What follows belongs to an exercise in optimizing a design on an open flow for small area, a short achievable clock period and few clock cycles per item; a production flow would make more cautious choices. In this exercise RTL edits were held to simulation tests only and were not proved equivalent to the original. Power figures rest on the tool's default switching activity, not on a simulated workload.

## tcodec_scalar
module tcodec_scalar (
  input  wire         clk,
  input  wire         rst,
  input  wire         start,
  input  wire [10:0]  cmd,
  input  wire [31:0]  arg,
  input  wire [127:0] tin,
  output reg          done,
  output wire [3:0]   err,
  output wire [7:0]   detail,
  output reg  [5:0]   err_addr,
  output reg  [31:0]  result,
  output reg  [127:0] tout
);
Size: roughly 390 flip-flops, about 38000 um2 of cells after synthesis.
clock: 12.0 ns
lec_check: 0
abc_area: 1
cap_margin: 20
core_margin: 2
core_utilization: 50
place_density: 0.62
setup_slack_margin: 5
slew_margin: 20
synth_memory_max_bits: 16384
standard.sh (not shown) runs the stock make flow with config.mk's settings and CLKGATE_MAP_FILE= SYNTH_SCRIPT=/design/flow/synth_recipe.tcl, a recipe that flattens the netlist after the stock synthesis.
==> flow/flow/run.sh <==
#!/bin/bash
set -euo pipefail
bash standard.sh SETUP_SLACK_MARGIN=7.5 \
  "BUFFER_PORTS_ARGS=-buffer_cell sky130_fd_sc_hd__buf_1" finish > flow_standard.log 2>&1
Testbench counts at the start, summed over its fixed seeds: cycles 174,021, items 8,000.
Then changed:
--- a/flow/design.v
+++ b/flow/design.v
@@ -41,19 +41,18 @@
   reg  [3:0]   det;
   reg  [10:0]  cmd_r;
   reg  [31:0]  arg_r;
   reg  [127:0] R;
   reg  [6:0]   c1;       
   reg  [5:0]   c2;       
   reg          flag;     
   reg          ovf;      
   reg          sgn;      
-  reg          ps;       
   assign detail = {4'h0, det};
   assign err    = {1'b0, ~det[3] & ~det[2] & det[0], 1'b0, det[3] | det[2]};
   wire [3:0] op = cmd_r[3:0];
   wire [6:0] n  = cmd_r[10:4];
   wire [6:0] n_half = (n + 7'd1) >> 1;
   wire op_senc = (op == 4'd1);
   wire op_sdec = (op == 4'd2);
   wire op_pack = (op == 4'd3);
   wire op_unpk = (op == 4'd4);
@@ -102,29 +101,31 @@
       assign tbad[gi]  = tmask[gi] & tvoid[gi];
     end
   endgenerate
   wire t_neg, t_nz;
   tc_sign u_sign (.pos(tpos), .neg(tneg), .nz(t_nz), .sn(t_neg));
   wire       bad_found;
   wire [5:0] bad_idx;
   tc_lowest u_bad (.v(tbad), .found(bad_found), .idx(bad_idx));
   wire        f_in  = t_neg;
+  wire        f_out = t_neg & ~st_dec;
   wire [63:0] go_p, go_n;
   tc_bk #(.W(64)) u_cp (.g(tneg), .p(tzero), .go(go_p));    
   wire [63:0] ca_c  = f_in ? {go_n[62:0], 1'b0} : {go_p[62:0], 1'b0};
   tc_bk #(.W(64)) u_cn (.g(tpos), .p(tzero), .go(go_n));    
   reg  [127:0] sdec_next;
   reg          x;
   always @(*) begin
     for (t = 0; t < 64; t = t + 1) begin
       x = R[2*t+1] ^ f_in;                  
       sdec_next[2*t]   = tzero[t] | (R[2*t] & ~(ca_c[t] ^ x));
-      sdec_next[2*t+1] = (R[2*t] & x & ca_c[t]) | (tzero[t] & ~ca_c[t]) | tvoid[t];
+      sdec_next[2*t+1] = (((R[2*t] & x & ca_c[t]) | (tzero[t] & ~ca_c[t])) ^
+                          (f_out & sdec_next[2*t])) | tvoid[t];
     end
   end
   wire         top  = ~slowf | (ck == 2'd3);
   wire         cut  = slowf & ~top;               
   wire [35:0]  ga   = slowf ? {R[31:0], 4'd0} : R[127:92];
   wire [37:0]  g2   = {1'b0, ga, 1'b0};            
   wire [37:0]  g8   = {ga[34:0], 3'b000};          
   wire [37:0]  gb   = x3f ? {g2[37], g2[36] & ~cut, g2[35:5], g2[4] | p1, g2[3:0]}
                           : {g8[37:36] & {2{~cut}}, g8[35:7], g8[6:4] | p3, g8[3:0]};
@@ -230,20 +231,19 @@
         8'd1:    tcode = 2'b00;
         default: tcode = 2'b01;
       endcase
     end
   endfunction
   wire [7:0] ub = arg_r[7:0];
   wire [9:0] unpacked = {tcode((ub / 8'd81) % 8'd3), tcode((ub / 8'd27) % 8'd3),
                          tcode((ub / 8'd9) % 8'd3),  tcode((ub / 8'd3) % 8'd3),
                          tcode(ub % 8'd3)};
-  wire        p_neg   = t_nz & (ps ^ t_neg);       
-  wire        qbit    = ~p_neg;
+  wire        qbit    = ~t_neg;
   wire [24:0] m_inc   = {1'b0, result[23:0]} + 25'd1;
   wire        m_ovf   = qbit & m_inc[24];
   wire [22:0] frac_f  = m_ovf ? 23'd0 : (qbit ? m_inc[22:0] : result[22:0]);
   wire [7:0]  exp_f   = {1'b0, c1} + {7'd0, m_ovf};
   wire        keep    = flag | qbit;
   wire [5:0]  c2_inc  = c2 + {5'd0, keep};
   reg  [3:0] dec_det;
   reg        dec_done;
   always @(*) begin
@@ -258,19 +258,19 @@
       else if (f_nan)                          dec_det = D_NAN_VALUE;
       else                                     dec_done = 1'b0;
     end else if (op_sdec) begin
       if (n_big)                               dec_det = D_N_RANGE;
       else if (n_zero)                         dec_det = D_OK;
       else if (bad_found)                      dec_det = D_BAD_TRIT;
       else if (t_nz)                           dec_done = 1'b0;
     end
   end
-  wire [127:0] r_dig = ~slowf ? {2'b00, gsum[33:0], 92'd0} :       
+  wire [127:0] r_dig = ~slowf ? {2'b00, gsum[33:0], R[91:0]} :
                        top    ? {2'b00, gsum[33:4], R[127:32]} : {gsum[35:4], R[127:32]};
   always @(posedge clk) begin
     if (st_idle)      R <= cap;
     else if (a_shr)   R <= {R[127:125], 1'b0, R[124:1]};
     else if (st_post) R <= {R[127:126], R[124:0], 1'b0};
     else if (a_dig)   R <= r_dig;
     else              R <= sdec_next;
     if (st_idle) begin
       cmd_r  <= cmd;
@@ -326,19 +326,18 @@
         st_dec  <= 1'b1;
       end
       if (st_dec) begin
         st_dec <= 1'b0;
         c2     <= 6'd0;
         c1     <= 7'd127;
         flag   <= 1'b0;
         ovf    <= 1'b0;
         sgn    <= t_neg;
-        ps     <= 1'b0;
         if (dec_done) begin
           st_idle  <= 1'b1;
           done     <= 1'b1;
           det      <= dec_det;
           err_addr <= (dec_det == D_BAD_TRIT) ? bad_idx : 6'd0;
           if (dec_det == D_OK) begin
             if (op_pack) result <= {24'd0, packed_byte};
             if (op_sdec) result <= 32'd0;
             if (op_unpk) tout   <= {118'd0, unpacked};
@@ -389,19 +388,18 @@
         det      <= D_OK;
         err_addr <= 6'd0;
         done     <= 1'b1;
         st_sfin  <= 1'b0;
         st_idle  <= 1'b1;
       end
       if (st_div) begin
         if (!flag) c1 <= c1 - 7'd1;
         if (qbit) flag <= 1'b1;
-        ps <= p_neg;
         if (keep) result <= {result[30:0], qbit};
         c2 <= c2_inc;
         if (c2_inc == 6'd24) begin
           st_div  <= 1'b0;
           st_dfin <= 1'b1;
         end
       end
       if (st_dfin) begin
         result   <= {sgn, exp_f, frac_f};
- die area climbs by roughly a tenth
- total power climbs by about a fifth
- non-clock buffer count climbs by 21
- clock-buffer cell count drops by 9
- clock power drops by a few percent
- hold slack improved by 0.044 ns
- wire length climbs by roughly a tenth
- setup slack improved by 0.011 ns
Testbench counts after the change, summed over its fixed seeds: cycles 174,021, items 8,000.

==> port drivers added, routing unchanged <==
No port has a modelled driver above. Below, the same layouts with a new extraction and two added sets of constraints. Step 1 sets driving cells, clkbuf_16 on the clock port and buf_2 on the other inputs (assumed; they add their load-dependent delay and slew). Step 2 moves the port delays by t, midway between the first and last clock arrival at a register: inputs arrive t later, outputs are due t later. That takes back most of the time a late clock gives input paths. Three values: no drivers, after step 1, after step 2; two values: the first two.
| run | t (ns) | setup slack, ns | worst setup path at the end | worst register clock-pin slew, ns | worst slew at a driven data input, ns |
|---|---|---|---|---|---|
| the first run | 0.704 | 7.253 / 7.253 / 6.676 | input to register | 0.07 / 0.07 | 0.12 |
| the second run | 0.696 | 7.264 / 7.272 / 6.618 | input to register | 0.07 / 0.07 | 0.09 |
After both steps every run listed still meets setup and hold. The setup slack of the second run, which loses most, moves by +0.008 ns with the drivers and by -0.646 ns with both steps.
